This is an optimization exercise on Yosys and OpenROAD, whose aim is small area and a short achievable clock period, not a production implementation.
Where RTL was checked, it was by simulation tests only, not by an equivalence proof against the original.
No functional check of the RTL was part of run 7.
In every run shown here, the design's own scripts or RTL, not TritonCTS, make the clock network.
No driver is modelled on the clock port, so clock power and skew are understated where the tree is cut down; a real chip needs a root buffer or a tree.
Power is estimated from default activity; no workload was simulated.

File: flow/design.v
module crc16_step (
    input  wire [15:0] crc_in,
    input  wire [7:0]  data,
    output wire [15:0] crc_out
);
    wire [7:0] x = crc_in[15:8] ^ data;
    wire a = x[0] ^ x[4];
    wire b = x[1] ^ x[5];
    wire c = x[2] ^ x[6];
    wire d = x[3] ^ x[7];
    wire [15:0] t = {d, c, b, a ^ x[7], x[6], x[5], x[4], d,
                     c ^ x[7], b ^ x[6], a ^ x[5], x[4], d, c, b, a};
    assign crc_out = t ^ {crc_in[7:0], 8'h00};
endmodule
module crc_link (
    input  wire        clk,
    input  wire        rst,
    input  wire        op_valid,
    input  wire [3:0]  op_code,
    input  wire [7:0]  op_arg,
    input  wire        tick,
    output wire [5:0]  stat,          
    output wire [2:0]  op_status,
    output reg  [15:0] crc,
    output reg  [2:0]  rx_err,
    output reg  [7:0]  rx_len,
    output wire [15:0] rx_crc_calc,
    output wire [15:0] rx_crc_recv,
    output wire        txm_re,
    output wire [7:0]  txm_addr,
    input  wire [7:0]  txm_rdata,
    output wire        rxm_we,
    output wire [8:0]  rxm_addr,
    output wire [7:0]  rxm_wdata,
    output wire        txd,
    input  wire        rxd
);
    wire op_crc_init = op_valid && (op_code == 4'h1);
    wire op_crc_byte = op_valid && (op_code == 4'h2);
    wire op_tx_frame = op_valid && (op_code == 4'h4);
    wire op_rx_start = op_valid && (op_code == 4'h5);
    wire [15:0] crc_next;
    crc16_step u_hcrc (.crc_in(crc), .data(op_arg), .crc_out(crc_next));
    always @(posedge clk) begin
        if (rst || op_crc_init)
            crc <= 16'h0000;
        else if (op_crc_byte)
            crc <= crc_next;
    end
    reg [2:0]  tph;
    reg        tx_busy;   
    reg [7:0]  txlen;
    reg [7:0]  ta;
    reg [15:0] tcrc;
    reg [3:0]  ts;
    reg [2:0]  tbc;
    reg [8:0]  tsr;       
    reg        pay_end;   
    reg        tre;
    wire ts_idle  = (ts == 4'd9);
    wire ts_fetch = (ts == 4'd14);
    wire ts_start = (ts == 4'd15);
    wire tstep    = !ts_idle && !ts_fetch && (tbc == 3'd0);
    wire in_pay   = (tph == 3'd3) && !pay_end;
    assign txm_re   = tre;
    assign txm_addr = ta;
    assign txd      = tsr[0];
    wire [7:0] tbits  = tsr[8:1];
    wire       tbit   = tbits[tbc];
    wire       crc_on = ts_start && (((tph == 3'd3) && (ta != 8'h00)) || (tph == 3'd4));
    wire       tfb    = tcrc[15] ^ tbit;
    reg [7:0] tbyte;
    always @* begin
        case (tph)
            3'd1:    tbyte = 8'h02;
            3'd2:    tbyte = txlen;
            3'd3:    tbyte = pay_end ? tcrc[15:8] : txm_rdata;
            3'd4:    tbyte = tcrc[15:8];
            default: tbyte = 8'h03;
        endcase
    end
    always @(posedge clk) begin
        if (rst) begin
            tph     <= 3'd0;
            tx_busy <= 1'b0;
        end else if (!tx_busy) begin
            if (op_tx_frame) begin
                tph     <= 3'd1;
                tx_busy <= 1'b1;
            end
        end else if (ts_idle) begin
            if (tph == 3'd6) begin
                tph     <= 3'd0;
                tx_busy <= 1'b0;
            end
        end else if (ts_fetch && !in_pay) begin
            tph <= tph + 3'd1;
        end
        if (!tx_busy) begin
            txlen <= op_arg;
            ta    <= 8'h00;
            tcrc  <= 16'h0000;
        end else begin
            if (ts_fetch && in_pay)
                ta <= ta + 8'd1;
            if (crc_on)
                tcrc <= {tcrc[14:12], tcrc[11] ^ tfb, tcrc[10:5], tcrc[4] ^ tfb,
                         tcrc[3:0], tfb};
        end
        pay_end <= (ta == txlen);
        tre <= !rst && (tph == 3'd3) && !pay_end && (ts == 4'd8) && (tbc == 3'd0);
    end
    always @(posedge clk) begin
        if (rst) begin
            ts <= 4'd9;
        end else if (ts_idle) begin
            if (tx_busy && tph != 3'd6)
                ts <= 4'd14;
        end else if (ts_fetch || tbc == 3'd0) begin
            ts <= ts + 4'd1;
        end
        tbc <= ts_fetch ? 3'd7 : tbc - 3'd1;
        if (ts_fetch)
            tsr[8:1] <= tbyte;
        else if (tstep)
            tsr[8:1] <= {1'b1, tsr[8:2]};
        if (rst)
            tsr[0] <= 1'b1;
        else if (ts_fetch)
            tsr[0] <= 1'b0;
        else if (tstep)
            tsr[0] <= tsr[1];
    end
    reg       rxd_m, rxd_s;
    reg [3:0] rn;       
    reg [3:0] rb;
    reg [7:0] rdat;
    reg       push, ferr;
    always @(posedge clk) begin
        rxd_m <= rxd || rst;
        rxd_s <= rxd_m || rst;
        if (rst) begin
            rn   <= 4'd0;
            push <= 1'b0;
            ferr <= 1'b0;
        end else begin
            push <= 1'b0;
            ferr <= 1'b0;
            if (rn == 4'd0) begin
                if (!rxd_s) begin
                    rn <= 4'd1;
                    rb <= 4'd11;
                end
            end else if (rb != 4'd0) begin
                rb <= rb - 4'd1;
            end else if (rn != 4'd9) begin
                rdat <= {rxd_s, rdat[7:1]};
                rn   <= rn + 4'd1;
                rb   <= 4'd7;
            end else begin
                push <= rxd_s;
                ferr <= !rxd_s;
                rn   <= 4'd0;
            end
        end
    end
    reg [7:0] f0, f1, f2, f3, f4, f5, f6;
    reg [7:0] fdout;
    reg [3:0] fc;
    wire fifo_ne   = !fc[3];
    wire fifo_full = (fc == 4'd7);
    wire do_push   = push && !fifo_full;
    wire fifo_pop;
    wire [63:0] fsel  = {f6, f5, f4, f3, f2, f1, f0, rdat};
    wire [7:0]  fnext = fc[3] ? rdat : fsel[fc[2:0]*8 +: 8];   
    wire [3:0]  fc_d  = rst ? 4'hF : fc + {3'b000, do_push} - {3'b000, fifo_pop};
    always @(posedge clk) begin
        if (do_push) begin
            f0 <= rdat; f1 <= f0; f2 <= f1; f3 <= f2;
            f4 <= f3;   f5 <= f4; f6 <= f5;
        end
        if (fifo_pop || (push && !fifo_ne))
            fdout <= fnext;
        fc <= fc_d;
    end
    reg ferr_flag, ovr_flag, opst;
    reg rx_busy, rx_done;
    wire rx_start = op_rx_start && !rx_busy;
    wire ferr_d = !rst && (ferr || (ferr_flag && !rx_start));
    wire ovr_d  = !rst && ((push && fifo_full) || (ovr_flag && !rx_start));
    always @(posedge clk) begin
        ferr_flag <= ferr_d;
        ovr_flag  <= ovr_d;
        if (rst)
            opst <= 1'b0;
        else if (op_tx_frame)
            opst <= tx_busy;
        else if (op_rx_start)
            opst <= rx_busy;
    end
    assign op_status = {2'b00, opst};
    localparam D_H0 = 3'd0, D_H1 = 3'd1, D_PAY = 3'd2, D_CH = 3'd3,
               D_CL = 3'd4, D_END = 3'd5;
    reg [2:0]  dph;         
    reg [8:0]  rxcnt;
    reg [6:0]  rxtimer;     
    reg [15:0] rcrc;
    reg        f02;
    reg [7:0]  prev1, prev2;
    reg        take;        
    reg        crc_shown;
    reg        crc_match;   
    wire link_err = ferr_flag || ovr_flag;
    assign fifo_pop = take;
    wire [15:0] rcrc_next;
    crc16_step u_rcrc (.crc_in(rcrc), .data(fdout), .crc_out(rcrc_next));
    reg pay_last;
    wire bad_hdr  = take && (dph == D_H1) && !f02;
    wire at_end   = take && (dph == D_END);
    wire timeout  = tick && (rxtimer == 7'h34);
    wire fin      = link_err || bad_hdr || at_end || timeout;
    wire busy_d   = !rst && (rx_busy ? !fin : op_rx_start);
    always @(posedge clk) begin
        rx_busy <= busy_d;
        take    <= busy_d && !ferr_d && !ovr_d && !fc_d[3];
        if (rst) begin
            rx_done <= 1'b0;
            rx_len  <= 8'h00;
            rx_err  <= 3'd0;
        end else if (!rx_busy) begin
            if (op_rx_start) begin
                rx_done <= 1'b0;
                rx_len  <= 8'h00;
                rx_err  <= 3'd0;
            end
        end else begin
            if (fin)
                rx_done <= 1'b1;
            if (link_err)
                rx_err <= 3'd1;
            else if (bad_hdr)
                rx_err <= 3'd3;
            else if (at_end)
                rx_err <= (fdout != 8'h03) ? 3'd5 : crc_match ? 3'd0 : 3'd4;
            else if (timeout)
                rx_err <= 3'd2;
            if (take && dph == D_H1 && f02)
                rx_len <= fdout;
        end
        if (rst || rx_start)
            crc_shown <= 1'b0;
        else if (at_end && fdout == 8'h03)
            crc_shown <= 1'b1;
        if (!rx_busy) begin
            rxcnt   <= 9'd0;
            dph     <= D_H0;
            rxtimer <= 7'h7F;
        end else begin
            if (tick)
                rxtimer <= {rxtimer[5:0], rxtimer[6] ^ rxtimer[5]};
            if (take) begin
                rxcnt <= rxcnt + 9'd1;
                pay_last <= (dph == D_H1) ? (fdout == 8'h01) : (rxcnt[7:0] == rx_len);
                if (dph != D_END) begin
                    prev1 <= fdout;
                    prev2 <= prev1;
                end
                case (dph)
                    D_H0: begin
                        f02  <= (fdout == 8'h02);
                        rcrc <= 16'h0000;
                        dph  <= D_H1;
                    end
                    D_H1: dph <= (fdout == 8'h00) ? D_CH : D_PAY;
                    D_PAY: begin
                        rcrc <= rcrc_next;
                        if (pay_last)
                            dph <= D_CH;
                    end
                    D_CH: begin
                        crc_match <= (fdout == rcrc[15:8]);
                        dph <= D_CL;
                    end
                    D_CL: begin
                        crc_match <= crc_match && (fdout == rcrc[7:0]);
                        dph <= D_END;
                    end
                    default: ;
                endcase
            end
        end
    end
    assign rx_crc_calc = crc_shown ? rcrc : 16'h0000;
    assign rx_crc_recv = crc_shown ? {prev2, prev1} : 16'h0000;
    assign rxm_we    = take;
    assign rxm_addr  = rxcnt;
    assign rxm_wdata = fdout;
    assign stat = {ovr_flag, ferr_flag, fifo_ne, rx_done, rx_busy, tx_busy};
endmodule
File: flow/flow/run.sh
#!/bin/bash
# Layout: the standard ORFS flow (standard.sh), with these changes passed
# to ORFS through the environment:
#  - the port buffers that buffer_ports inserts during global placement are
#    sky130_fd_sc_hd__buf_1 (timing repair still resizes them as needed)
#    instead of the flow's default pick, clkdlybuf4s50_1;
#  - the clock tree is built by flow/pre_cts.tcl (ORFS's PRE_CTS_TCL hook):
#    two levels of clkbuf_16 in place of TritonCTS's three.
# The whole make output goes to standard_flow.log; ORFS keeps each step's
# own log under orfs/logs/.
set -euo pipefail
cd "$(dirname "$0")/.."
export BUFFER_PORTS_ARGS="-buffer_cell sky130_fd_sc_hd__buf_1"
export PRE_CTS_TCL="$PWD/flow/pre_cts.tcl"
bash standard.sh finish > standard_flow.log 2>&1
File: flow/flow/manual_cts.tcl
# Clock tree built by hand, in place of TritonCTS: the clock port drives
# one root clkbuf_16, which drives one leaf clkbuf_16 per cluster of about
# CTS_LEAF_SINKS flip-flops (k-means on their placed positions); each leaf
# buffer drives its cluster's clock pins. All leaves hang off the one root
# net, so every register's clock goes through the same two buffers.
proc manual_cts_build {} {
  set db [ord::get_db]
  set block [ord::get_db_block]
  set clk_net [$block findNet clk]
  set rootc sky130_fd_sc_hd__clkbuf_16
  set leafc sky130_fd_sc_hd__clkbuf_16
  if { [info exists ::env(CTS_ROOT_CELL)] } { set rootc $::env(CTS_ROOT_CELL) }
  if { [info exists ::env(CTS_LEAF_CELL)] } { set leafc $::env(CTS_LEAF_CELL) }
  set rootm [$db findMaster $rootc]
  set leafm [$db findMaster $leafc]
  set rout [expr {[string match *inv* $rootc] ? "Y" : "X"}]
  set lout [expr {[string match *inv* $leafc] ? "Y" : "X"}]
  set per 28
  if { [info exists ::env(CTS_LEAF_SINKS)] } { set per $::env(CTS_LEAF_SINKS) }

  set sinks {}
  foreach it [$clk_net getITerms] {
    set inst [$it getInst]
    set b [$inst getBBox]
    lappend sinks [list $it [expr {([$b xMin] + [$b xMax]) / 2.0}] [expr {([$b yMin] + [$b yMax]) / 2.0}]]
  }
  set n [llength $sinks]
  set k [expr {int(ceil(double($n) / $per))}]
  if { $k < 1 } { set k 1 }
  puts "manual_cts: $n sinks, $k leaf buffers"

  # k-means, seeded along the sinks sorted by x then y
  set sorted [lsort -real -index 1 $sinks]
  set cx {}; set cy {}
  for {set c 0} {$c < $k} {incr c} {
    set s [lindex $sorted [expr {int(($c + 0.5) * $n / $k)}]]
    lappend cx [lindex $s 1]; lappend cy [lindex $s 2]
  }
  for {set iter 0} {$iter < 40} {incr iter} {
    set sx [lrepeat $k 0.0]; set sy [lrepeat $k 0.0]; set cnt [lrepeat $k 0]
    set assign {}
    foreach s $sinks {
      set best 0; set bd 1e30
      for {set c 0} {$c < $k} {incr c} {
        set dx [expr {[lindex $s 1] - [lindex $cx $c]}]
        set dy [expr {[lindex $s 2] - [lindex $cy $c]}]
        set d [expr {abs($dx) + abs($dy)}]
        if { $d < $bd } { set bd $d; set best $c }
      }
      lappend assign $best
      lset sx $best [expr {[lindex $sx $best] + [lindex $s 1]}]
      lset sy $best [expr {[lindex $sy $best] + [lindex $s 2]}]
      lset cnt $best [expr {[lindex $cnt $best] + 1}]
    }
    for {set c 0} {$c < $k} {incr c} {
      if { [lindex $cnt $c] > 0 } {
        lset cx $c [expr {[lindex $sx $c] / [lindex $cnt $c]}]
        lset cy $c [expr {[lindex $sy $c] / [lindex $cnt $c]}]
      }
    }
  }

  # root buffers: the leaf buffers split into nroot groups by x, each
  # group driven by one root buffer at its centre
  set nroot 1
  if { [info exists ::env(CTS_ROOTS)] } { set nroot $::env(CTS_ROOTS) }
  set order [lsort -real -index 1 [lmap c [lsearch -all $cx *] {list $c [lindex $cx $c] [lindex $cy $c]}]]
  set leafnets [lrepeat $k {}]
  for {set r 0} {$r < $nroot} {incr r} {
    set lo [expr {$r * $k / $nroot}]
    set hi [expr {($r + 1) * $k / $nroot}]
    set grp [lrange $order $lo [expr {$hi - 1}]]
    set rx 0.0; set ry 0.0
    foreach g $grp { set rx [expr {$rx + [lindex $g 1]}]; set ry [expr {$ry + [lindex $g 2]}] }
    set rx [expr {int($rx / [llength $grp])}]; set ry [expr {int($ry / [llength $grp])}]
    set root [odb::dbInst_create $block $rootm clkbuf_root_$r]
    $root setLocation $rx $ry
    $root setPlacementStatus PLACED
    set rnet [odb::dbNet_create $block clknet_root_$r]
    $rnet setSigType CLOCK
    [$root findITerm A] connect $clk_net
    [$root findITerm $rout] connect $rnet
    foreach g $grp {
      set c [lindex $g 0]
      set leaf [odb::dbInst_create $block $leafm clkbuf_leaf_$c]
      $leaf setLocation [expr {int([lindex $cx $c])}] [expr {int([lindex $cy $c])}]
      $leaf setPlacementStatus PLACED
      set lnet [odb::dbNet_create $block clknet_leaf_$c]
      $lnet setSigType CLOCK
      [$leaf findITerm A] connect $rnet
      [$leaf findITerm $lout] connect $lnet
      lset leafnets $c $lnet
    }
  }
  set i 0
  foreach s $sinks {
    set it [lindex $s 0]
    set c [lindex $assign $i]
    $it disconnect
    $it connect [lindex $leafnets $c]
    incr i
  }
  $clk_net setSigType CLOCK
  puts "manual_cts: cluster sizes [lsort -integer $cnt]"
}
File: flow/flow/pre_cts.tcl
# ORFS PRE_CTS hook: build the clock tree by hand (manual_cts.tcl) with four
# root clkbuf_16 on the clock port, each driving the leaf clkbuf_16 of about
# a quarter of the die, and one leaf per cluster of about 28 flip-flops.
# TritonCTS's clock_tree_synthesis then has nothing left to do, so it is
# replaced by a no-op; the rest of ORFS's cts step (placement legalization,
# timing repair) runs as usual.
set ::env(CTS_ROOTS) 4
set ::env(CTS_LEAF_SINKS) 28
source [file join [file dirname [info script]] manual_cts.tcl]
manual_cts_build
set_propagated_clock [all_clocks]
proc clock_tree_synthesis { args } {
  puts "clock_tree_synthesis skipped: the clock tree was built by pre_cts.tcl"
}
File: flow/standard.sh
#!/bin/bash
# synth_recipe.tcl (not shown) runs the flow's synth.tcl, then flattens the netlist and writes it again
# the make line also repeats each setting of config.mk as NAME=value (left out here)
make -C /OpenROAD-flow-scripts/flow DESIGN_CONFIG=/design/flow/config.mk WORK_HOME=/design/flow/orfs CLKGATE_MAP_FILE= SYNTH_SCRIPT=/design/flow/synth_recipe.tcl "${@:-finish}"
File: flow/config.mk
export PLATFORM = sky130hd
export DESIGN_NAME = crc_link
export DESIGN_NICKNAME = crc_link
export VERILOG_FILES = /design/flow/design.v
export SDC_FILE = /design/flow/constraint.sdc
export NUM_CORES = 4
export LEC_CHECK = 0
export ABC_AREA = 1
export CAP_MARGIN = 20
export CORE_MARGIN = 2
export CORE_UTILIZATION = 65
export SETUP_SLACK_MARGIN = 2.4
export SLEW_MARGIN = 20
File: flow/constraint.sdc
create_clock -name core_clock -period 4.5 [get_ports {clk}]
set_input_delay 0.9000 -clock core_clock [delete_from_list [all_inputs] [get_ports {clk}]]
set_output_delay 0.9000 -clock core_clock [all_outputs]
set_load 0.01 [all_outputs]
==> impl_metrics.py, run 1 <==
metrics = {
    "min_path": {
        "holdPathEnd": "rxd_s",
        "hold_path_class": "flip-flop to flip-flop",
        "worstHoldPathCells": 1,
        "min-delay-start": "rxd_m",
    },
    "drt": {
        "viasPerCell": 5.46,
        "firstDrtPassIters": 5,
        "drt_iter0_markers": 547,
        "wirelength_um": 22600,
        "drc": 0,
        "ant_nets": 0,
        "vias": 8139,
        "wl_per_cell_um": 15.1,
    },
    "worst_setup_path": {
        "slowest_stage": "clkinvlp_4",
        "worst-path-buf-inv": 3,
        "cp-end-kind": "flip-flop",
        "worstRegToRegCells": 14,
        "reg2reg_to": "take",
        "crit_chain": "buf_1 -> buf_4 -> clkinvlp_4 -> nand2_1 -> o21a_1 -> nand3_1 -> nor2_1",
        "critPathLaunchType": "primary input",
        "arrival_ns": 2.29,
        "cp_slowest_stage_delay_ns": 0.40,
        "crit_type": "primary input to flip-flop",
        "worstPathMaxFanout": 22,
        "crit_family": "buffers and inverters",
        "timing.rr.start": "fc[3]",
        "ff2ff_setup_slack_ns": 2.48,
        "critPathRequiredTime_ns": 4.75,
    },
    "pwr": {
        "p_leak_nw": 4.72,
        "power_density_nw_per_um2": 310,
        "irDropWorstVdd_mv": 0.289,
        "p_total_mw": 3.69,
    },
    "timing": {
        "grt_setup_unrepaired": "true",
        "setup_tns_ns": 0,
        "slew_headroom_pct": 54.6,
        "tightest_slew_ns": 0.676,
        "holdWs_ns": 0.412,
        "max_freq_mhz": 490,
        "min_period_over_period_pct": 45.3,
        "worst_slack_ns": 2.46,
        "period_needed_ns": 2.04,
        "hold_viol": 0,
        "setup_viol": 0,
        "skew_ns": 0.0282,
        "drv_slew": 0,
    },
    "synth": {
        "synth_area_leaders": "edfxtp_1 35%, dfxtp_1 19%, inv_1 5.5%, nand2_1 5.4%, nor2_1 4.1%",
        "yosysMostFrequentCell": "inv_1",
        "yosys_warnings": 1,
        "yosys.area.top_type": "edfxtp_1",
        "synth_top_area_share_pct": 35.4,
        "synth_cell_types": 51,
        "syn_inst": 1168,
        "synth-edff-count": 127,
        "async_reset_ff_share_pct": 0,
        "synth_common_cells": "157 x inv_1, 155 x nand2_1, 127 x edfxtp_1",
        "synth_ff_type": "edfxtp_1",
        "ys_ff_latch": 230,
        "syn-cell-area_um2": 10800,
        "yosysSeqAreaShare_pct": 54.6,
        "synth_area_per_cell_um2": 9.22,
    },
    "global_routing": {
        "grt_pass1_wl_um": 36400,
        "grt_max_degree": 43,
        "grtUsageTotal_pct": 24.7,
        "overflow": 0,
        "antenna_found_initial": 0,
        "grt_pass1_vias": 7361,
    },
    "clocking": {
        "cts_hold_buf": 0,
        "clkTransAtPathRegs_ns": 0.11,
        "clk_latency_ns": 0.30,
    },
    "place": {
        "place_area_um2": 11300,
        "place.port_buffers": 118,
        "hpwlAfterDp_um": 15300,
        "pre_cts_ws_ns": 1.85,
        "gp_congestion": 0.904,
        "place_inst": 1466,
    },
    "die": {
        "ioPinCount": 121,
        "core_area_um2": 16400,
        "fp-row-count": 47,
        "dieArea_um2": 17600,
        "die_w_um": 133,
        "die_h_um": 133,
        "initial_utilization_pct": 65.6,
    },
    "finish": {
        "final_net_count": 1322,
        "area_growth_pct": 10.4,
        "final_cells": 1491,
        "final_area_um2": 11900,
        "drive_gt1_share_pct": 8.18,
        "fill_cells": 1292,
        "num_antenna_cells": 0,
        "final_util_pct": 72.5,
    },
    "status": {
        "status": "finished clean",
    },
    "flow_run": {
        "maxCapViolCount": 0,
    },
}
-- layout make-up --
cell class / count / area [um2] / area share [%]
Buffer: 13 / 325 / 2.74
Inverter: 175 / 679 / 5.71
Sequential cell: 230 / 5900 / 49.6
Timing Repair inverter: 1 / 7.51 / 0.0631
Multi-Input combinational cell: 717 / 4070 / 34.2
Tap cell: 220 / 275 / 2.32
Timing Repair Buffer: 135 / 637 / 5.36
-- layer usage --
layer	vias up	share of wire [%]	global-route usage, %
met5	-	0	0
met4	0	2.1	4.96
met2	202	46	39.3
met3	33	4.6	1.65
met1	3808	48	37.9
li1	4096	-	-
-- power breakdown --
part,switching (mW),internal (mW),total (mW),leakage (nW)
registers,0.0404,2.24,2.28,1.95
clock network,0.595,0.522,1.12,0.160
logic,0.190,0.101,0.292,2.60
total,0.826,2.86,3.69,4.72
-- timing repair --
action | 4_1_cts | 5_1_grt
resized for setup | 13 | 22
setup endpoints to repair | 107 | 23
buffers inserted | 5 | 5
endpoints found under the hold margin | 0 | 0
cloned | 1 | 1
pin swaps | 1 | 6
-- state kept, by name, indices dropped and copies added, names as in the netlist, 4 cells and up --
signal,flops
f1,8
rxcnt,9
rcrc,16
tcrc,16
rb,4
rx_len,8
ta,8
prev2,8
f6,8
ts,4
prev1,8
rn,4
rxtimer,7
f4,8
f0,8
f2,8
tsr,9
f3,8
fc,4
fdout,8
f5,8
crc,16
rdat,8
txlen,8
-- worst register-to-register path, cell delays in order, from the launching register on --
cell,delay [ns]
dfxtp_2,0.36
clkinv_4,0.06
ha_4,0.15
nand3_2,0.08
nand2_4,0.06
ha_4,0.25
inv_1,0.05
ha_2,0.17
inv_2,0.06
nor2_1,0.05
a211oi_2,0.24
nor2_1,0.09
nor2_1,0.14
nand3_1,0.10
nor2_1,0.10
-- placed cells by master, fill, tap and decap left out, types with 26 or more instances in the layout --
cell type	synthesis	layout
inv_1	157	154
edfxtp_1	127	127
buf_1	1	118
dfxtp_1	103	95
o21ai_1	51	52
o21ai_0	56	55
xnor2_1	26	26
a21oi_1	70	68
nor2_1	119	119
nand2_1	155	154
nand3_1	57	56
-- how the worst max path moves through the flow --
stage	slack [ns]	depth (start not counted)	to	startpoint
3_3_place_gp	1.89	7	crc[6]	op_code[2]
3_5_place_dp	1.85	7	crc[6]	op_code[3]
5_1_grt	2.33	14	take	fc[3]
6_report	2.46	7	take	rst
4_1_cts	2.32	7	take	rst
2_1_floorplan	2.41	12	fc[2]	fc[3]
-- kinds of logic after synthesis --
group                    Yosys count  share of synthesized area (%)
AO/OA/AOI/OAI                    236                           12.4
XOR/XNOR                          56                           5.11
adder cells (fa/ha/maj)           24                           2.86
buffers and inverters            222                           8.30
flip-flops                       230                           54.6
other                              1                         0.0348
AND/OR/NAND/NOR                  399                           16.7
==> run 2: changes to the inputs <==
--- a/flow/config.mk
+++ b/flow/config.mk
@@ -5,9 +5,9 @@
 export SDC_FILE = /design/flow/constraint.sdc
 export NUM_CORES = 4
 export LEC_CHECK = 0
-export ABC_AREA = 1
+export ABC_CLOCK_PERIOD_IN_PS = 2000
 export CAP_MARGIN = 20
 export CORE_MARGIN = 2
-export CORE_UTILIZATION = 65
+export CORE_UTILIZATION = 75
 export SETUP_SLACK_MARGIN = 2.4
 export SLEW_MARGIN = 20
==> impl_metrics.py, run 2 <==
metrics = {
    "status": {
        "status": "finished clean",
    },
    "pwr": {
        "pwr-share-seq_pct": 63.7,
        "swShare_pct": 20.2,
        "clockPowerShare_pct": 31.6,
        "power_density_nw_per_um2": 299,
        "p_leak_nw": 3.95,
        "pwr-share-comb_pct": 4.8,
        "p_total_mw": 3.52,
        "internal_power_mw": 2.81,
        "irDropWorstVdd_mv": 0.320,
        "p_switching_mw": 0.711,
    },
    "synth": {
        "yosysSeqAreaShare_pct": 55.8,
        "yosysMostFrequentCell": "edfxtp_1",
        "syn-cell-area_um2": 10500,
        "synth-edff-count": 127,
        "synth_ff_type": "edfxtp_1",
        "yosys_warnings": 1,
        "synthMuxAreaShare_pct": 7.91,
        "async_reset_ff_share_pct": 0,
        "synth_top_family_by_area": "simple AND/OR/NAND/NOR gates",
        "synth_area_per_cell_um2": 11.5,
        "synth_top_area_share_pct": 36.2,
        "synth_area_leaders": "edfxtp_1 36%, dfxtp_1 20%, xnor2_1 4.6%, mux4_2 3.6%, mux2i_1 3.4%",
        "synth_common_cells": "127 x edfxtp_1, 103 x dfxtp_1, 85 x nand2_1",
        "yosys.area.top_type": "edfxtp_1",
        "synth-adder-area-share_pct": 2.92,
        "syn_inst": 918,
        "synth-xor-area-share_pct": 7.73,
        "yosys.area_share.simple_pct": 15.4,
        "synth_cell_types": 71,
        "ys_ff_latch": 230,
        "synth-compound-area-share_pct": 6.78,
    },
    "place": {
        "place_inst": 1167,
        "gp_congestion": 0.884,
        "place.port_buffers": 118,
        "pre_cts_ws_ns": 1.71,
        "hpwlAfterDp_um": 15600,
    },
    "finish": {
        "final_cell_mix": "127 x edfxtp_1, 116 x buf_1, 93 x dfxtp_1",
        "top_regs": "crc (16), rcrc (16), tcrc (16)",
        "drive_gt1_share_pct": 11.5,
        "num_antenna_cells": 0,
        "area_growth_pct": 11.5,
        "final_common_cell": "edfxtp_1",
        "fill_cells": 691,
        "final_cells": 1200,
        "final_net_count": 1071,
    },
    "timing": {
        "grt_setup_unrepaired": "true",
        "min_period_over_period_pct": 50.4,
        "tightest_slew_ns": 0.900,
        "skew_ns": 0.0488,
        "period_needed_ns": 2.27,
        "hold_viol": 0,
        "worst_slack_ns": 2.23,
        "slew_headroom_pct": 40.0,
        "setup_viol": 0,
        "setup_tns_ns": 0,
        "drv_slew": 0,
        "max_freq_mhz": 441,
    },
    "drt": {
        "drt_iter0_markers": 786,
        "vias": 7622,
        "ant_nets": 0,
        "viasPerCell": 6.35,
        "firstDrtPassIters": 6,
        "drc": 0,
        "wirelength_um": 25400,
        "wl_per_cell_um": 21.2,
    },
    "worst_setup_path": {
        "timing.rr.start": "rb[0]",
        "arrival_ns": 2.40,
        "critPathLaunchType": "flip-flop",
        "crit_start": "rb[0]",
        "crit_type": "flip-flop to flip-flop",
        "worstPathMaxFanout": 5,
        "cp-end-kind": "flip-flop",
        "critPathRequiredTime_ns": 4.63,
        "ff2ff_setup_slack_ns": 2.23,
    },
    "global_routing": {
        "overflow": 0,
        "grtUsageTotal_pct": 32.4,
        "grt_pass1_wl_um": 38100,
        "grt_max_degree": 43,
        "antenna_found_initial": 0,
        "grt_pass1_vias": 7228,
    },
    "die": {
        "die_h_um": 123,
        "die_w_um": 123,
        "dieArea_um2": 15000,
        "initial_utilization_pct": 76.2,
        "core_area_um2": 13800,
        "ioPinCount": 121,
        "fp-row-count": 43,
    },
    "clocking": {
        "clk_latency_ns": 0.32,
        "clkTransAtPathRegs_ns": 0.10,
        "cts_hold_buf": 0,
    },
    "min_path": {
        "hold_path_class": "flip-flop to flip-flop",
        "min-delay-start": "rxd_m",
    },
    "flow_run": {
        "maxCapViolCount": 0,
    },
}
[run 2: cell count changes after synthesis, sizes merged, moves of 16 or more]
cell / before / now
mux2i: 0 / 36
nand2: 164 / 85
xnor2: 34 / 55
inv: 172 / 28
mux4: 0 / 17
a21oi: 70 / 36
o21ai: 107 / 21
xor2: 22 / 38
and2: 0 / 38
nand3: 61 / 22
o211ai: 20 / 2
nor2: 122 / 76
[run 2: layout make-up]
class	count	area (um2)	share of cell area, %
Sequential cell	230	5900	50.2
Tap cell	180	225	1.92
Timing Repair inverter	2	12.5	0.107
Inverter	28	113	0.959
Buffer	13	325	2.77
Timing Repair Buffer	136	617	5.25
Multi-Input combinational cell	611	4560	38.8
[run 2: per-stage QoR]
stage | hold WS, ns | instance area, um2 | utilization (%)
global placement | 0.393 | 11000 | 79.8
CTS | 0.430 | 11600 | 83.7
finish | 0.434 | 11700 | 85.0
floorplan | 0.389 | 10600 | -
detailed placement | 0.407 | 11000 | 79.8
global route | 0.440 | 11700 | 85.0
[run 2: logic make-up (layout without fill, tap and decap cells)]
group                    Yosys count  in the layout
AO/OA/AOI/OAI                    109            112
AND/OR/NAND/NOR                  319            319
flip-flops                       230            230
XOR/XNOR                          93             93
adder cells (fa/ha/maj)           24             24
buffers and inverters             81            179
other                              1              2
multiplexers                      61             61
[run 2: layer usage]
layer,vias up,wire length (um),global-route usage [%]
li1,3436,-,-
met1,3671,9730,43.7
met2,434,12700,55.6
met3,81,1930,2.83
met4,0,1070,11.4
met5,-,0,0
[run 2: what timing repair did]
item / CTS / global route
setup buffers: 6 / 9
pin swaps: 5 / 7
gates resized for setup: 28 / 21
setup endpoints to repair: 146 / 82
gates cloned: 5 / 0
[run 2: worst paths after layout]
path                               to  depth (start not counted)
worst min register to register  rxd_s                          1
worst max-delay path            rn[0]                          6
worst max register to register  rn[0]                          6
worst min-delay path            rxd_s                          1
[run 2: worst max-delay path: stages, from the launching register on]
cell and delay (ns):
edfxtp_1 0.45, inv_1 0.10, ha_1 0.24, or3b_2 0.52, mux2i_4 0.24, nor2_1 0.10, a211oi_1 0.47
[run 2: power groups by stage]
stage	Sequential [mW]	Combinational (mW)	Clock, mW
global placement	2.29	0.142	0
finish	2.24	0.167	1.11
detailed placement	2.29	0.149	0
global route	2.24	0.179	1.17
CTS	2.24	0.154	1.10
floorplan	2.28	0.113	0
==> run 3: changes to the inputs <==
--- a/flow/config.mk
+++ b/flow/config.mk
@@ -8,6 +8,6 @@
 export ABC_CLOCK_PERIOD_IN_PS = 2000
 export CAP_MARGIN = 20
 export CORE_MARGIN = 2
-export CORE_UTILIZATION = 75
-export SETUP_SLACK_MARGIN = 2.4
+export CORE_UTILIZATION = 65
+export SETUP_SLACK_MARGIN = 2.3
 export SLEW_MARGIN = 20
==> impl_metrics.py, run 3 <==
metrics = {
    "status": {
        "status": "finished clean",
    },
    "timing": {
        "grt_setup_unrepaired": "true",
        "setup_tns_ns": 0,
        "setup_viol": 0,
        "hold_viol": 0,
        "worst_slack_ns": 2.39,
        "period_needed_ns": 2.11,
        "slew_headroom_pct": 40.6,
        "max_freq_mhz": 473,
        "tightest_slew_ns": 0.892,
        "min_period_over_period_pct": 47.0,
        "skew_ns": 0.0195,
        "drv_slew": 0,
    },
    "pwr": {
        "p_leak_nw": 3.90,
        "internal_power_mw": 2.80,
        "pwr-share-seq_pct": 64.2,
        "p_switching_mw": 0.685,
        "irDropWorstVdd_mv": 0.318,
        "clockPowerShare_pct": 31.4,
        "pwr-share-comb_pct": 4.3,
        "power_density_nw_per_um2": 301,
        "p_total_mw": 3.49,
        "swShare_pct": 19.6,
    },
    "die": {
        "dieArea_um2": 17200,
        "die_w_um": 131,
        "die_h_um": 131,
        "fp-row-count": 46,
        "initial_utilization_pct": 66.3,
        "ioPinCount": 121,
        "core_area_um2": 15900,
    },
    "drt": {
        "firstDrtPassIters": 4,
        "ant_nets": 0,
        "wirelength_um": 21800,
        "vias": 7169,
        "drt_iter0_markers": 555,
        "drc": 0,
        "viasPerCell": 5.85,
        "wl_met3_um": 1080,
        "route.met2.wl_um": 10500,
        "top_layer": "met4",
        "wl_met1_um": 9640,
        "wl_per_cell_um": 17.8,
    },
    "global_routing": {
        "grt_pass1_vias": 6937,
        "grt_pass1_wl_um": 35400,
        "antenna_found_initial": 0,
        "grtUsageTotal_pct": 24.4,
        "grt_max_degree": 43,
        "overflow": 0,
    },
    "synth": {
        "yosysSeqAreaShare_pct": 55.8,
        "ys_ff_latch": 230,
        "synth-edff-count": 127,
        "synth_cell_types": 71,
        "syn_inst": 918,
        "async_reset_ff_share_pct": 0,
        "synth_top_area_share_pct": 36.2,
        "synth_area_leaders": "edfxtp_1 36%, dfxtp_1 20%, xnor2_1 4.6%, mux4_2 3.6%, mux2i_1 3.4%",
        "yosys.area.top_type": "edfxtp_1",
        "yosysMostFrequentCell": "edfxtp_1",
        "syn-cell-area_um2": 10500,
        "synth_common_cells": "127 x edfxtp_1, 103 x dfxtp_1, 85 x nand2_1",
        "synth_ff_type": "edfxtp_1",
        "yosys_warnings": 1,
        "synth_area_per_cell_um2": 11.5,
    },
    "finish": {
        "top_regs": "crc (16), rcrc (16), tcrc (16)",
        "num_antenna_cells": 0,
        "final_common_cell": "edfxtp_1",
        "area_growth_pct": 9.90,
        "final_util_pct": 72.9,
        "final_cell_mix": "127 x edfxtp_1, 117 x buf_1, 97 x dfxtp_1",
        "drive_gt1_share_pct": 9.02,
        "final_net_count": 1060,
        "final_area_um2": 11600,
    },
    "worst_setup_path": {
        "cp-end-kind": "flip-flop",
        "timing.rr.start": "ta[0]",
        "critPathLaunchType": "flip-flop",
        "ff2ff_setup_slack_ns": 2.39,
        "critPathRequiredTime_ns": 4.66,
        "reg2reg_to": "tcrc[5]",
        "crit_type": "flip-flop to flip-flop",
        "arrival_ns": 2.28,
        "worstPathMaxFanout": 10,
        "worstRegToRegCells": 7,
    },
    "place": {
        "place_area_um2": 11000,
        "hpwlAfterDp_um": 15000,
        "place.port_buffers": 118,
        "pre_cts_ws_ns": 1.74,
        "gp_congestion": 0.880,
    },
    "min_path": {
        "holdPathEnd": "rxd_s",
        "worstHoldPathCells": 1,
        "hold_path_class": "flip-flop to flip-flop",
        "min-delay-start": "rxd_m",
    },
    "clocking": {
        "clkTransAtPathRegs_ns": 0.10,
        "cts_hold_buf": 0,
        "clk_latency_ns": 0.30,
    },
    "flow_run": {
        "maxCapViolCount": 0,
    },
}
run 3: cell counts after synthesis:
Identical to the previous run, type by type.
run 3: through the flow:
step	instances	hold WS [ns]
2_1_floorplan	919	0.389
3_3_place_gp	1204	0.393
3_5_place_dp	1204	0.414
4_1_cts	1220	0.443
5_1_grt	1225	0.452
6_report	1225	0.449
run 3: cell type report:
class	instances	area, um2
timing repair buffer	127	549
multi-input combinational	609	4420
tap	216	270
sequential	230	5890
inverter	28	113
fill	1135	4300
buffer	13	325
timing repair inverter	2	12.5
run 3: per-layer routing:
metal,GRT usage [%],vias up
met5,0,-
met4,5.62,0
met3,1.35,37
met2,41.5,240
met1,35.0,3473
li1,-,3419
run 3: worst max path at each step:
stage          start  endpoint  slack (ns)  depth (start not counted)
6_report       ta[0]   tcrc[5]        2.39                          7
5_1_grt        fc[3]      take        2.24                         12
4_1_cts        fc[0]      take        2.23                         11
3_5_place_dp     rst   rdat[3]        1.74                          2
3_3_place_gp     rst   rdat[5]        1.84                          2
2_1_floorplan  fc[3]      take        2.31                         14
run 3: critical path, stage by stage, from the launching register on:
cell and delay, ns:
dfxtp_1 0.40, inv_1 0.10, ha_1 0.15, or4b_1 0.50
o41ai_4 0.34, a21oi_2 0.23, nand4_1 0.16, o221ai_1 0.11
run 3: what timing repair did:
action                     4_1_cts  5_1_grt
cloned                           2        1
pin swaps                        1        2
setup endpoints to repair      141       55
resized for setup               19       16
setup buffers                    1        4
run 3: logic make-up (layout without fill, tap and decap cells):
group,count (synthesis),count (layout),share of synthesized area (%)
AOI/OAI and AO/OA,109,110,6.78
adders and majority gates,24,24,2.92
muxes,61,61,7.91
xor gates and xnor gates,93,93,7.73
buffers and inverters,81,170,3.47
DFF,230,230,55.8
other,1,2,0.0356
and+or+nand+nor,319,319,15.4
run 3: power by group through the flow:
stage	Combinational [mW]	Sequential (mW)	Clock [mW]
3_5_place_dp	0.146	2.29	0
5_1_grt	0.168	2.24	1.18
6_report	0.151	2.24	1.10
2_1_floorplan	0.113	2.28	0
4_1_cts	0.149	2.24	1.12
3_3_place_gp	0.141	2.29	0
==> run 4: changes to the inputs <==
--- a/flow/config.mk
+++ b/flow/config.mk
@@ -9,5 +9,6 @@
 export CAP_MARGIN = 20
 export CORE_MARGIN = 2
 export CORE_UTILIZATION = 65
-export SETUP_SLACK_MARGIN = 2.3
+export SETUP_SLACK_MARGIN = 2.4
 export SLEW_MARGIN = 20
+export TNS_END_PERCENT = 10
==> impl_metrics.py, run 4 <==
metrics = {
    "timing": {
        "hold_viol": 0,
        "setup_tns_ns": 0,
        "grt_setup_unrepaired": "true",
        "min_period_over_period_pct": 48.2,
        "worst_slack_ns": 2.33,
        "tightest_slew_ns": 0.905,
        "max_freq_mhz": 461,
        "slew_headroom_pct": 39.6,
        "setup_viol": 0,
        "drv_slew": 0,
        "skew_ns": 0.0268,
        "holdWs_ns": 0.427,
        "period_needed_ns": 2.17,
    },
    "finish": {
        "final_cell_mix": "127 x edfxtp_1, 117 x buf_1, 94 x dfxtp_1",
        "final_cells": 1237,
        "area_growth_pct": 12.0,
        "final_util_pct": 74.3,
        "drive_gt1_share_pct": 11.2,
        "final_net_count": 1072,
        "fill_cells": 1097,
        "final_common_cell": "edfxtp_1",
        "final_area_um2": 11800,
        "num_antenna_cells": 0,
        "top_regs": "crc (16), rcrc (16), tcrc (16)",
    },
    "synth": {
        "synth-edff-count": 127,
        "syn-cell-area_um2": 10500,
        "ys_ff_latch": 230,
        "yosys.area.top_type": "edfxtp_1",
        "syn_inst": 918,
        "synth_area_leaders": "edfxtp_1 36%, dfxtp_1 20%, xnor2_1 4.6%, mux4_2 3.6%, mux2i_1 3.4%",
        "yosys_warnings": 1,
        "async_reset_ff_share_pct": 0,
        "synth_common_cells": "127 x edfxtp_1, 103 x dfxtp_1, 85 x nand2_1",
        "yosysMostFrequentCell": "edfxtp_1",
        "synth_cell_types": 71,
        "synth_ff_type": "edfxtp_1",
        "yosysSeqAreaShare_pct": 55.8,
        "synth_top_area_share_pct": 36.2,
        "synth_area_per_cell_um2": 11.5,
    },
    "place": {
        "place.port_buffers": 118,
        "hpwlAfterDp_um": 14800,
        "pre_cts_ws_ns": 1.77,
        "place_area_um2": 11100,
        "gp_congestion": 0.863,
        "place_inst": 1204,
    },
    "worst_setup_path": {
        "worstPathMaxFanout": 33,
        "critPathRequiredTime_ns": 3.60,
        "reg2reg_to": "rdat[6]",
        "arrival_ns": 1.27,
        "crit_type": "flip-flop to output port",
        "ff2ff_setup_slack_ns": 2.40,
        "cp-end-kind": "output port",
        "worstRegToRegCells": 5,
        "timing.rr.start": "rb[0]",
        "critPathLaunchType": "flip-flop",
    },
    "global_routing": {
        "antenna_found_initial": 0,
        "grt_pass1_wl_um": 35200,
        "grtUsageTotal_pct": 24.4,
        "grt_max_degree": 57,
        "overflow": 0,
        "grt_pass1_vias": 6850,
    },
    "clocking": {
        "clkTransAtPathRegs_ns": 0.11,
        "cts_hold_buf": 0,
        "clk_latency_ns": 0.31,
    },
    "drt": {
        "firstDrtPassIters": 5,
        "vias": 7206,
        "ant_nets": 0,
        "wirelength_um": 22000,
        "drt_iter0_markers": 568,
        "viasPerCell": 5.83,
        "wl_per_cell_um": 17.8,
        "drc": 0,
    },
    "flow_run": {
        "maxCapViolCount": 0,
    },
    "die": {
        "die_h_um": 131,
        "fp-row-count": 46,
        "die_w_um": 131,
        "ioPinCount": 121,
        "initial_utilization_pct": 66.3,
        "dieArea_um2": 17200,
        "core_area_um2": 15900,
    },
    "pwr": {
        "irDropWorstVdd_mv": 0.289,
        "power_density_nw_per_um2": 296,
        "p_leak_nw": 3.99,
        "p_total_mw": 3.50,
    },
    "status": {
        "status": "finished clean",
    },
    "min_path": {
        "worstHoldPathCells": 1,
        "holdPathEnd": "rxd_s",
        "min-delay-start": "rxd_m",
        "hold_path_class": "flip-flop to flip-flop",
    },
}
[run 4: layout make-up]
| class | instances | area, um2 | area share [%] |
|---|---|---|---|
| Buffer | 13 | 325 | 2.76 |
| Inverter | 28 | 115 | 0.976 |
| Multi-Input combinational cell | 609 | 4500 | 38.1 |
| Sequential cell | 230 | 5900 | 50.0 |
| Tap cell | 216 | 270 | 2.29 |
| Timing Repair Buffer | 140 | 684 | 5.80 |
| Timing Repair inverter | 1 | 5.00 | 0.0424 |
[run 4: kinds of logic after synthesis]
family | share of synthesized area (%)
flops | 55.8
fa+ha+maj | 2.92
compound gates | 6.78
simple gates | 15.4
mux | 7.91
buf+inv | 3.47
xor+xnor | 7.73
other cells | 0.0356
[run 4: worst max path at each step]
stage,from,endpoint,cells after the start,slack (ns)
floorplan,tick,rx_err[1],6,2.34
global placement,rst,rdat[2],2,1.87
detailed placement,rst,rdat[5],2,1.77
CTS,fc[0],f0[1],4,2.11
global route,crc_shown,rx_crc_calc[12],2,2.21
finish,crc_shown,rx_crc_calc[14],2,2.33
[run 4: worst max-delay path: stages, from the launching register on]
cell and delay, ns:
dfxtp_2 0.60, and2_1 0.20, buf_1 0.16
[run 4: timing repair]
action	in CTS	in global routing
cloned	1	2
setup buffers	8	8
gates resized for setup	20	36
pin swaps	2	3
endpoints found under the setup margin	145	114
endpoints found under the hold margin	0	0
[run 4: power by group]
| part | internal [mW] | total, mW | switching [mW] |
|---|---|---|---|
| sequential | 2.22 | 2.24 | 0.0236 |
| combinational | 0.0664 | 0.152 | 0.0860 |
| clock | 0.521 | 1.10 | 0.582 |
[run 4: metal layers]
layer	part of all wire (%)	wire [um]	global-route usage [%]
met5	0	0	0
met1	45	9840	36.0
met3	4.9	1080	2.12
met2	49	10800	40.4
met4	1.7	364	4.47
==> run 5: changes to the inputs <==
--- a/flow/config.mk
+++ b/flow/config.mk
@@ -11,4 +11,3 @@
 export CORE_UTILIZATION = 65
 export SETUP_SLACK_MARGIN = 2.4
 export SLEW_MARGIN = 20
-export TNS_END_PERCENT = 10
==> impl_metrics.py, run 5 <==
metrics = {
    "global_routing": {
        "grt_max_degree": 43,
        "antenna_found_initial": 0,
        "grt_pass1_wl_um": 34700,
        "overflow": 0,
        "grt_pass1_vias": 6880,
        "grtUsageTotal_pct": 24.0,
    },
    "timing": {
        "grt_setup_unrepaired": "true",
        "max_freq_mhz": 481,
        "min_period_over_period_pct": 46.2,
        "setup_tns_ns": 0,
        "tightest_slew_ns": 0.908,
        "drv_slew": 0,
        "setup_viol": 0,
        "worst_slack_ns": 2.42,
        "slew_headroom_pct": 39.5,
        "hold_viol": 0,
        "skew_ns": 0.0385,
        "period_needed_ns": 2.08,
    },
    "finish": {
        "final_cell_mix": "127 x edfxtp_1, 116 x buf_1, 93 x dfxtp_1",
        "final_area_um2": 11800,
        "final_cells": 1241,
        "top_regs": "crc (16), rcrc (16), tcrc (16)",
        "final_net_count": 1076,
        "drive_gt1_share_pct": 11.7,
        "num_antenna_cells": 0,
        "area_growth_pct": 11.7,
        "final_common_cell": "edfxtp_1",
    },
    "synth": {
        "synth_top_area_share_pct": 36.2,
        "syn_inst": 918,
        "yosys.area.top_type": "edfxtp_1",
        "synth-edff-count": 127,
        "syn-cell-area_um2": 10500,
        "synth_ff_type": "edfxtp_1",
        "yosysMostFrequentCell": "edfxtp_1",
        "ys_ff_latch": 230,
        "yosysSeqAreaShare_pct": 55.8,
        "synth_cell_types": 71,
        "yosys_warnings": 1,
        "synth_area_per_cell_um2": 11.5,
        "synth_area_leaders": "edfxtp_1 36%, dfxtp_1 20%, xnor2_1 4.6%, mux4_2 3.6%, mux2i_1 3.4%",
        "synth_common_cells": "127 x edfxtp_1, 103 x dfxtp_1, 85 x nand2_1",
        "async_reset_ff_share_pct": 0,
    },
    "place": {
        "pre_cts_ws_ns": 1.70,
        "gp_congestion": 0.898,
        "place_inst": 1204,
        "hpwlAfterDp_um": 14800,
        "place.port_buffers": 118,
        "place_area_um2": 11100,
    },
    "die": {
        "die_w_um": 131,
        "ioPinCount": 121,
        "die_h_um": 131,
        "core_area_um2": 15900,
        "initial_utilization_pct": 66.3,
        "fp-row-count": 46,
        "dieArea_um2": 17200,
    },
    "worst_setup_path": {
        "cp-end-kind": "flip-flop",
        "crit_type": "primary input to flip-flop",
        "crit_chain": "buf_1 -> and4bb_4 -> nor3b_2 -> a21oi_1 -> or4_1 -> a21oi_1",
        "slowest_stage": "or4_1",
        "arrival_ns": 2.29,
        "critPathLaunchType": "primary input",
        "crit_top_cell": "a21oi_1",
        "critPathRequiredTime_ns": 4.71,
        "worstPathMaxFanout": 6,
        "cp_slowest_stage_delay_ns": 0.42,
    },
    "clocking": {
        "clk_latency_ns": 0.31,
        "clkTransAtPathRegs_ns": 0.10,
    },
    "status": {
        "status": "finished clean",
    },
    "drt": {
        "viasPerCell": 5.75,
        "drt_iter0_markers": 450,
        "drc": 0,
        "firstDrtPassIters": 5,
        "vias": 7141,
        "ant_nets": 0,
        "wl_per_cell_um": 17.4,
        "wirelength_um": 21600,
    },
    "pwr": {
        "p_total_mw": 3.49,
        "power_density_nw_per_um2": 296,
        "irDropWorstVdd_mv": 0.348,
        "p_leak_nw": 3.97,
    },
    "flow_run": {
        "maxCapViolCount": 0,
    },
    "min_path": {
        "hold_path_class": "flip-flop to flip-flop",
    },
}
run 5: cell types whose count changed in the layout (fill, tap and decap cells not counted), sizes merged:
cell / change
buf: +2
a21oi: +1
clkinvlp: +1
run 5: stage by stage:
stage | utilization, % | hold slack [ns]
3_5_place_dp | 69.8 | 0.392
6_report | 74.1 | 0.415
2_1_floorplan | - | 0.389
3_3_place_gp | 69.8 | 0.393
5_1_grt | 74.1 | 0.432
4_1_cts | 73.2 | 0.414
run 5: per-layer routing:
metal  GRT usage [%]  wire [um]
met1            33.6       9700
met4            4.89        438
met3            1.77        932
met5               0          0
met2            41.8      10500
run 5: cell families (layout without fill, tap and decap cells):
group / count (synthesis) / count (layout) / synth area share (%)
AND/OR/NAND/NOR: 319 / 319 / 15.4
flip-flops: 230 / 230 / 55.8
AO/OA/AOI/OAI: 109 / 111 / 6.78
XOR/XNOR: 93 / 93 / 7.73
buffers and inverters: 81 / 185 / 3.47
multiplexers: 61 / 61 / 7.91
adder cells (fa/ha/maj): 24 / 24 / 2.92
other: 1 / 2 / 0.0356
run 5: area by class of cell:
type | count | area (um2)
inverters | 28 | 115
fillers | 1137 | 4120
plain buffers | 13 | 325
flip-flops and latches | 230 | 5900
well taps | 216 | 270
repair inverters | 2 | 12.5
multi-input cells | 610 | 4500
repair buffers | 142 | 638
run 5: worst max-delay path: cells and delay by family:
kind	cells	cell delay, ns
buffers and inverters	1	0.10
AOI/OAI and AO/OA	2	0.25
and+or+nand+nor	3	1.03
run 5: report_power, final:
group	total [mW]	internal (mW)	switching, mW	leakage (nW)
Combinational	0.155	0.0665	0.0885	1.87
Clock	1.09	0.521	0.574	0.160
Sequential	2.24	2.21	0.0218	1.94
Total	3.49	2.80	0.684	3.97
run 5: path summary, 6_finish.rpt:
check | cells after the start | to | from | slack, ns
hold reg to reg | 1 | rxd_s | rxd_m | 0.42
setup reg to reg | 7 | tph[2] | tph[0] | 2.48
hold / removal | 1 | rxd_s | rxd_m | 0.42
setup / recovery | 6 | tph[2] | op_code[3] | 2.42
run 5: timing repair:
item | 4_1_cts | 5_1_grt
resized for setup | 31 | 13
buffers inserted | 8 | 12
hold buffers | 0 | 0
endpoints found under the setup margin | 141 | 53
gates cloned | 4 | 0
pin swaps | 3 | 7
==> run 6: changes to the inputs <==
--- a/flow/flow/pre_cts.tcl
+++ b/flow/flow/pre_cts.tcl
@@ -6,6 +6,8 @@
 # timing repair) runs as usual.
 set ::env(CTS_ROOTS) 4
 set ::env(CTS_LEAF_SINKS) 28
+set ::env(CTS_ROOT_CELL) sky130_fd_sc_hd__buf_12
+set ::env(CTS_LEAF_CELL) sky130_fd_sc_hd__buf_12
 source [file join [file dirname [info script]] manual_cts.tcl]
 manual_cts_build
 set_propagated_clock [all_clocks]
==> impl_metrics.py, run 6 <==
metrics = {
    "min_path": {
        "worstHoldPathCells": 1,
        "hold_path_class": "flip-flop to flip-flop",
        "holdPathEnd": "rxd_s",
        "min-delay-start": "rxd_m",
    },
    "synth": {
        "synth_cell_types": 71,
        "synth_common_cells": "127 x edfxtp_1, 103 x dfxtp_1, 85 x nand2_1",
        "yosysMostFrequentCell": "edfxtp_1",
        "yosysSeqAreaShare_pct": 55.8,
        "ys_ff_latch": 230,
        "synth_ff_type": "edfxtp_1",
        "synth-edff-count": 127,
        "async_reset_ff_share_pct": 0,
        "synth_top_area_share_pct": 36.2,
        "syn_inst": 918,
        "yosys.area.top_type": "edfxtp_1",
        "synth_area_leaders": "edfxtp_1 36%, dfxtp_1 20%, xnor2_1 4.6%, mux4_2 3.6%, mux2i_1 3.4%",
        "syn-cell-area_um2": 10500,
        "yosys_warnings": 1,
        "synth_area_per_cell_um2": 11.5,
    },
    "drt": {
        "firstDrtPassIters": 5,
        "ant_nets": 0,
        "drt_iter0_markers": 530,
        "vias": 7135,
        "wirelength_um": 21500,
        "viasPerCell": 5.74,
        "wl_per_cell_um": 17.3,
        "drc": 0,
    },
    "pwr": {
        "irDropWorstVdd_mv": 0.363,
        "p_leak_nw": 3.93,
        "p_total_mw": 3.44,
        "power_density_nw_per_um2": 293,
    },
    "die": {
        "die_w_um": 131,
        "ioPinCount": 121,
        "initial_utilization_pct": 66.3,
        "die_h_um": 131,
        "fp-row-count": 46,
        "dieArea_um2": 17200,
        "core_area_um2": 15900,
    },
    "finish": {
        "fill_cells": 1153,
        "top_regs": "crc (16), rcrc (16), tcrc (16)",
        "final_cell_mix": "127 x edfxtp_1, 116 x buf_1, 93 x dfxtp_1",
        "area_growth_pct": 11.1,
        "final_net_count": 1077,
        "final_cells": 1242,
        "drive_gt1_share_pct": 11.8,
        "num_antenna_cells": 0,
        "ff_latch_area_um2": 5900,
        "final_common_cell": "edfxtp_1",
        "multi_input_area_um2": 4510,
    },
    "global_routing": {
        "grt_max_degree": 43,
        "antenna_found_initial": 0,
        "grtUsageTotal_pct": 24.0,
        "grt_pass1_vias": 6845,
        "grt_pass1_wl_um": 34500,
        "overflow": 0,
    },
    "place": {
        "place_inst": 1204,
        "hpwlAfterDp_um": 14800,
        "gp_congestion": 0.898,
        "place.port_buffers": 118,
    },
    "worst_setup_path": {
        "reg2reg_to": "tph[2]",
        "ff2ff_setup_slack_ns": 2.43,
        "cp-end-kind": "flip-flop",
        "arrival_ns": 2.28,
        "critPathLaunchType": "primary input",
        "critPathRequiredTime_ns": 4.66,
        "timing.rr.start": "tph[0]",
        "worstPathMaxFanout": 4,
        "crit_type": "primary input to flip-flop",
        "crit_chain": "buf_1 -> and4bb_4 -> nor3b_4 -> a21oi_1 -> or4_1 -> a21oi_1",
        "worstRegToRegCells": 7,
        "cp_slowest_stage_delay_ns": 0.43,
        "crit_top_cell": "a21oi_1",
        "slowest_stage": "or4_1",
    },
    "timing": {
        "period_needed_ns": 2.12,
        "skew_ns": 0.0321,
        "drv_slew": 0,
        "tightest_slew_ns": 0.829,
        "hold_viol": 0,
        "setup_tns_ns": 0,
        "grt_setup_unrepaired": "true",
        "min_period_over_period_pct": 47.0,
        "slew_headroom_pct": 44.8,
        "setup_viol": 0,
        "max_freq_mhz": 473,
    },
    "flow_run": {
        "maxCapViolCount": 0,
    },
    "clocking": {
        "clkTransAtPathRegs_ns": 0.10,
        "cts_hold_buf": 0,
        "clk_latency_ns": 0.27,
    },
    "status": {
        "status": "finished clean",
    },
}
-- run 6: worst max path at each step --
| stage | start | end | depth (start not counted) |
|---|---|---|---|
| 2_1_floorplan | fc[3] | f0[0] | 7 |
| 3_3_place_gp | fc[1] | f1[1] | 3 |
| 6_report | op_code[3] | tph[2] | 6 |
| 4_1_cts | op_code[1] | tph[2] | 6 |
| 3_5_place_dp | fc[1] | f6[1] | 3 |
| 5_1_grt | tph[0] | tph[2] | 7 |
-- run 6: area by class of cell --
type / instances / share of cell area (%)
Sequential cell: 230 / 50.4
Multi-Input combinational cell: 611 / 38.5
Timing Repair inverter: 2 / 0.107
Tap cell: 216 / 2.31
Buffer: 13 / 2.22
Inverter: 28 / 0.983
Timing Repair Buffer: 142 / 5.48
-- run 6: cell families after synthesis --
family / count (synthesis) / share of synthesized area (%)
AO/OA/AOI/OAI: 109 / 6.78
XOR/XNOR: 93 / 7.73
adder cells (fa/ha/maj): 24 / 2.92
buffers and inverters: 81 / 3.47
flip-flops: 230 / 55.8
multiplexers: 61 / 7.91
other: 1 / 0.0356
AND/OR/NAND/NOR: 319 / 15.4
-- run 6: per-layer routing --
layer	track usage, %	vias up	routed length (um)
met5	0	-	0
met4	4.95	0	439
met3	1.66	26	1010
met2	41.3	208	10600
met1	34.0	3458	9460
li1	-	3443	-
-- run 6: timing repair --
item	4_1_cts	5_1_grt
pin swaps	5	12
buffers inserted	8	12
cloned	4	1
resized for setup	29	16
endpoints found under the setup margin	144	50
-- run 6: worst max-delay path: cells and delay by family --
kind                   cells  cell delay [ns]
buffers and inverters      1             0.10
AO/OA/AOI/OAI              2             0.26
AND/OR/NAND/NOR            3             1.02
-- run 6: per-stage QoR --
step | utilization, % | hold slack [ns] | area (um2) | worst slack (ns)
2_1_floorplan | - | 0.389 | 10600 | 2.39
3_3_place_gp | 69.8 | 0.393 | 11100 | 1.85
3_5_place_dp | 69.8 | 0.392 | 11100 | 1.70
4_1_cts | 72.8 | 0.415 | 11600 | 2.40
5_1_grt | 73.7 | 0.431 | 11700 | 2.34
6_report | 73.7 | 0.416 | 11700 | 2.38
-- run 6: where the power goes --
group / internal [mW] / total (mW) / switching (mW)
clock: 0.460 / 1.04 / 0.582
sequential: 2.22 / 2.24 / 0.0218
combinational: 0.0673 / 0.156 / 0.0890
total: 2.74 / 3.44 / 0.693
==> run 7: changes to the inputs <==
--- a/flow/design.v
+++ b/flow/design.v
@@ -1,15 +1,21 @@
-module crc16_step (
-    input  wire [15:0] crc_in,
-    input  wire [7:0]  data,
-    output wire [15:0] crc_out
+module crc16_tab (
+    input  wire [7:0]  x,
+    output wire [15:0] t
 );
-    wire [7:0] x = crc_in[15:8] ^ data;
     wire a = x[0] ^ x[4];
     wire b = x[1] ^ x[5];
     wire c = x[2] ^ x[6];
     wire d = x[3] ^ x[7];
-    wire [15:0] t = {d, c, b, a ^ x[7], x[6], x[5], x[4], d,
-                     c ^ x[7], b ^ x[6], a ^ x[5], x[4], d, c, b, a};
+    assign t = {d, c, b, a ^ x[7], x[6], x[5], x[4], d,
+                c ^ x[7], b ^ x[6], a ^ x[5], x[4], d, c, b, a};
+endmodule
+module crc16_step (
+    input  wire [15:0] crc_in,
+    input  wire [7:0]  data,
+    output wire [15:0] crc_out
+);
+    wire [15:0] t;
+    crc16_tab u_tab (.x(crc_in[15:8] ^ data), .t(t));
     assign crc_out = t ^ {crc_in[7:0], 8'h00};
 endmodule
 module crc_link (
@@ -69,6 +75,7 @@
     wire       tbit   = tbits[tbc];
     wire       crc_on = ts_start && (((tph == 3'd3) && (ta != 8'h00)) || (tph == 3'd4));
     wire       tfb    = tcrc[15] ^ tbit;
+    wire       tcfb   = crc_on && tfb;
     reg [7:0] tbyte;
     always @* begin
         case (tph)
@@ -99,14 +106,12 @@
         if (!tx_busy) begin
             txlen <= op_arg;
             ta    <= 8'h00;
-            tcrc  <= 16'h0000;
-        end else begin
-            if (ts_fetch && in_pay)
-                ta <= ta + 8'd1;
-            if (crc_on)
-                tcrc <= {tcrc[14:12], tcrc[11] ^ tfb, tcrc[10:5], tcrc[4] ^ tfb,
-                         tcrc[3:0], tfb};
+        end else if (ts_fetch && in_pay) begin
+            ta <= ta + 8'd1;
         end
+        if (crc_on || !tph[2] && !(tph[1] && tph[0]))
+            tcrc <= {tcrc[14:12], tcrc[11] ^ tcfb, tcrc[10:5], tcrc[4] ^ tcfb,
+                     tcrc[3:0], tcfb};
         pay_end <= (ta == txlen);
         tre <= !rst && (tph == 3'd3) && !pay_end && (ts == 4'd8) && (tbc == 3'd0);
     end
@@ -212,8 +217,9 @@
     reg        crc_match;   
     wire link_err = ferr_flag || ovr_flag;
     assign fifo_pop = take;
-    wire [15:0] rcrc_next;
-    crc16_step u_rcrc (.crc_in(rcrc), .data(fdout), .crc_out(rcrc_next));
+    wire [15:0] rtab;
+    crc16_tab u_rtab (.x((rcrc[15:8] ^ fdout) & {8{dph == D_PAY}}), .t(rtab));
+    wire [15:0] rcrc_next = rtab ^ {rcrc[7:0], 8'h00};
     reg pay_last;
     wire bad_hdr  = take && (dph == D_H1) && !f02;
     wire at_end   = take && (dph == D_END);
@@ -268,10 +274,13 @@
                 case (dph)
                     D_H0: begin
                         f02  <= (fdout == 8'h02);
-                        rcrc <= 16'h0000;
+                        rcrc <= rcrc_next;
                         dph  <= D_H1;
                     end
-                    D_H1: dph <= (fdout == 8'h00) ? D_CH : D_PAY;
+                    D_H1: begin
+                        rcrc <= rcrc_next;
+                        dph  <= (fdout == 8'h00) ? D_CH : D_PAY;
+                    end
                     D_PAY: begin
                         rcrc <= rcrc_next;
                         if (pay_last)
--- a/flow/flow/pre_cts.tcl
+++ b/flow/flow/pre_cts.tcl
@@ -6,8 +6,6 @@
 # timing repair) runs as usual.
 set ::env(CTS_ROOTS) 4
 set ::env(CTS_LEAF_SINKS) 28
-set ::env(CTS_ROOT_CELL) sky130_fd_sc_hd__buf_12
-set ::env(CTS_LEAF_CELL) sky130_fd_sc_hd__buf_12
 source [file join [file dirname [info script]] manual_cts.tcl]
 manual_cts_build
 set_propagated_clock [all_clocks]
--- a/flow/config.mk
+++ b/flow/config.mk
@@ -9,5 +9,5 @@
 export CAP_MARGIN = 20
 export CORE_MARGIN = 2
 export CORE_UTILIZATION = 65
-export SETUP_SLACK_MARGIN = 2.4
+export SETUP_SLACK_MARGIN = 2.3
 export SLEW_MARGIN = 20
==> impl_metrics.py, run 7 <==
metrics = {
    "synth": {
        "synth_area_per_cell_um2": 12.0,
        "synth_top_area_share_pct": 41.6,
        "yosysMostFrequentCell": "edfxtp_1",
        "yosysSeqAreaShare_pct": 58.4,
        "syn_inst": 858,
        "yosys.area.top_type": "edfxtp_1",
        "synth-edff-count": 143,
        "synth_cell_types": 61,
        "synth_common_cells": "143 x edfxtp_1, 87 x dfxtp_1, 70 x nand2_1",
        "syn-cell-area_um2": 10300,
        "async_reset_ff_share_pct": 0,
        "ys_ff_latch": 230,
        "synth_ff_type": "edfxtp_1",
        "synth_area_leaders": "edfxtp_1 42%, dfxtp_1 17%, xnor2_1 5.3%, mux4_2 3.9%, ha_1 2.9%",
        "yosys_warnings": 1,
    },
    "worst_setup_path": {
        "crit_family": "simple AND/OR/NAND/NOR gates",
        "slowest_stage": "or3b_2",
        "cp_slowest_stage_delay_ns": 0.50,
        "arrival_ns": 2.10,
        "timing.rr.start": "rn[1]",
        "worstRegToRegCells": 5,
        "worst-path-buf-inv": 1,
        "reg2reg_to": "rb[2]",
        "critPathRequiredTime_ns": 4.46,
        "crit_type": "flip-flop to flip-flop",
        "crit_chain": "inv_1 -> ha_1 -> or3b_2 -> and2_1 -> a221oi_2",
        "worstPathMaxFanout": 4,
        "cp-end-kind": "flip-flop",
        "critPathLaunchType": "flip-flop",
        "ff2ff_setup_slack_ns": 2.36,
    },
    "finish": {
        "top_regs": "crc (16), rcrc (16), tcrc (16)",
        "area_growth_pct": 10.5,
        "final_cell_mix": "143 x edfxtp_1, 117 x buf_1, 82 x dfxtp_1",
        "final_area_um2": 11400,
        "final_common_cell": "edfxtp_1",
        "num_antenna_cells": 0,
        "ff_latch_area_um2": 6050,
        "fill_cells": 1113,
        "multi_input_area_um2": 4070,
        "drive_gt1_share_pct": 9.37,
        "final_net_count": 1013,
    },
    "min_path": {
        "min-delay-start": "tbc[0]",
        "holdPathEnd": "tbc[0]",
        "hold_path_class": "flip-flop to flip-flop",
        "worstHoldPathCells": 1,
    },
    "drt": {
        "vias": 6810,
        "wl_per_cell_um": 17.5,
        "wirelength_um": 20600,
        "viasPerCell": 5.79,
        "firstDrtPassIters": 7,
        "drc": 0,
        "drt_iter0_markers": 529,
        "ant_nets": 0,
    },
    "global_routing": {
        "antenna_found_initial": 0,
        "grt_pass1_vias": 6333,
        "grt_pass1_wl_um": 31900,
        "grt_max_degree": 34,
        "grtUsageTotal_pct": 23.3,
        "overflow": 0,
    },
    "timing": {
        "setup_tns_ns": 0,
        "worst_slack_ns": 2.36,
        "period_needed_ns": 2.14,
        "grt_setup_unrepaired": "true",
        "slew_headroom_pct": 48.2,
        "drv_slew": 0,
        "tightest_slew_ns": 0.777,
        "hold_viol": 0,
        "max_freq_mhz": 467,
        "skew_ns": 0.0335,
        "setup_viol": 0,
        "min_period_over_period_pct": 47.6,
    },
    "clocking": {
        "clkTransAtPathRegs_ns": 0.11,
        "clk_latency_ns": 0.31,
        "cts_hold_buf": 0,
    },
    "die": {
        "die_h_um": 130,
        "core_area_um2": 15700,
        "ioPinCount": 121,
        "initial_utilization_pct": 65.8,
        "dieArea_um2": 16900,
        "fp-row-count": 46,
        "die_w_um": 130,
    },
    "pwr": {
        "p_leak_nw": 3.91,
        "internal_power_mw": 2.83,
        "swShare_pct": 19.3,
        "pwr-share-comb_pct": 4.2,
        "clockPowerShare_pct": 31.2,
        "irDropWorstVdd_mv": 0.290,
        "p_total_mw": 3.51,
        "pwr-share-seq_pct": 64.6,
        "p_switching_mw": 0.677,
        "power_density_nw_per_um2": 307,
    },
    "place": {
        "hpwlAfterDp_um": 14400,
        "place_area_um2": 10900,
        "place.port_buffers": 118,
        "gp_congestion": 0.875,
        "pre_cts_ws_ns": 1.67,
    },
    "flow_run": {
        "maxCapViolCount": 0,
    },
    "status": {
        "status": "finished clean",
    },
}
## run 7: routing by layer
metal	up-vias	share of wire [%]	GRT usage, %
met1	3330	45	33.6
met3	31	4.8	2.05
met5	-	0	0
met4	0	2.2	5.19
li1	3257	-	-
met2	192	48	39.3
## run 7: logic make-up (layout without fill, tap and decap cells)
logic type	after synthesis	in the layout	share of synthesized area, %
adders and majority gates	25	25	3.10
buffers and inverters	75	177	3.26
DFF	230	230	58.4
muxes	43	43	6.44
AOI/OAI and AO/OA	106	106	6.71
other	1	2	0.0363
xor gates and xnor gates	95	95	8.05
and+or+nand+nor	283	283	14.0
## run 7: repair_timing
action / CTS / global route
setup buffers: 3 / 5
endpoints found under the setup margin: 146 / 80
gates cloned: 1 / 0
resized for setup: 17 / 11
hold endpoints to repair: 0 / 0
pin swaps: 1 / 4
## run 7: layout make-up
cell class              count  share of cell area (%)
inverters                  34                    1.18
flip-flops and latches    230                    53.0
repair inverters            1                  0.0658
plain buffers              13                    2.85
repair buffers            129                    4.94
well taps                 216                    2.37
multi-input cells         554                    35.6
## run 7: worst reg2reg max path: stages (launching register included)
cell	delay, ns
dfxtp_1	0.36
inv_1	0.11
ha_1	0.18
or3b_2	0.50
and2_1	0.22
a221oi_2	0.42
## run 7: per-stage QoR
stage | std cells | hold slack, ns | utilization, %
after floorplan | 859 | 0.358 | -
after global placement | 1155 | 0.364 | 69.3
after detailed placement | 1155 | 0.369 | 69.3
after CTS | 1172 | 0.390 | 71.9
after global routing | 1177 | 0.405 | 72.7
final | 1177 | 0.389 | 72.7
## run 7: how the worst max path moves through the flow
stage	start	endpoint	slack, ns	cells past startpoint
floorplan	fc[3]	take	2.30	14
global placement	fc[1]	f5[4]	1.82	3
detailed placement	fc[1]	f5[4]	1.67	3
CTS	crc_shown	rx_crc_calc[7]	2.29	2
global route	tph[2]	tph[0]	2.22	7
finish	rn[1]	rb[2]	2.36	5
## run 7: power by group through the flow
stage               clock [mW]  combinational (mW)  sequential (mW)
floorplan                    0               0.113             2.31
global placement             0               0.137             2.31
detailed placement           0               0.144             2.31
CTS                       1.12               0.147             2.27
global route              1.18               0.165             2.27
finish                    1.09               0.147             2.27

Setup slack of run 7, layout unchanged: 2.359 ns with ideal ports, 2.340 ns with driving cells assumed (clock clkbuf_16, inputs buf_2), 2.142 ns with port delays also shifted by the 0.381 ns mid clock arrival.
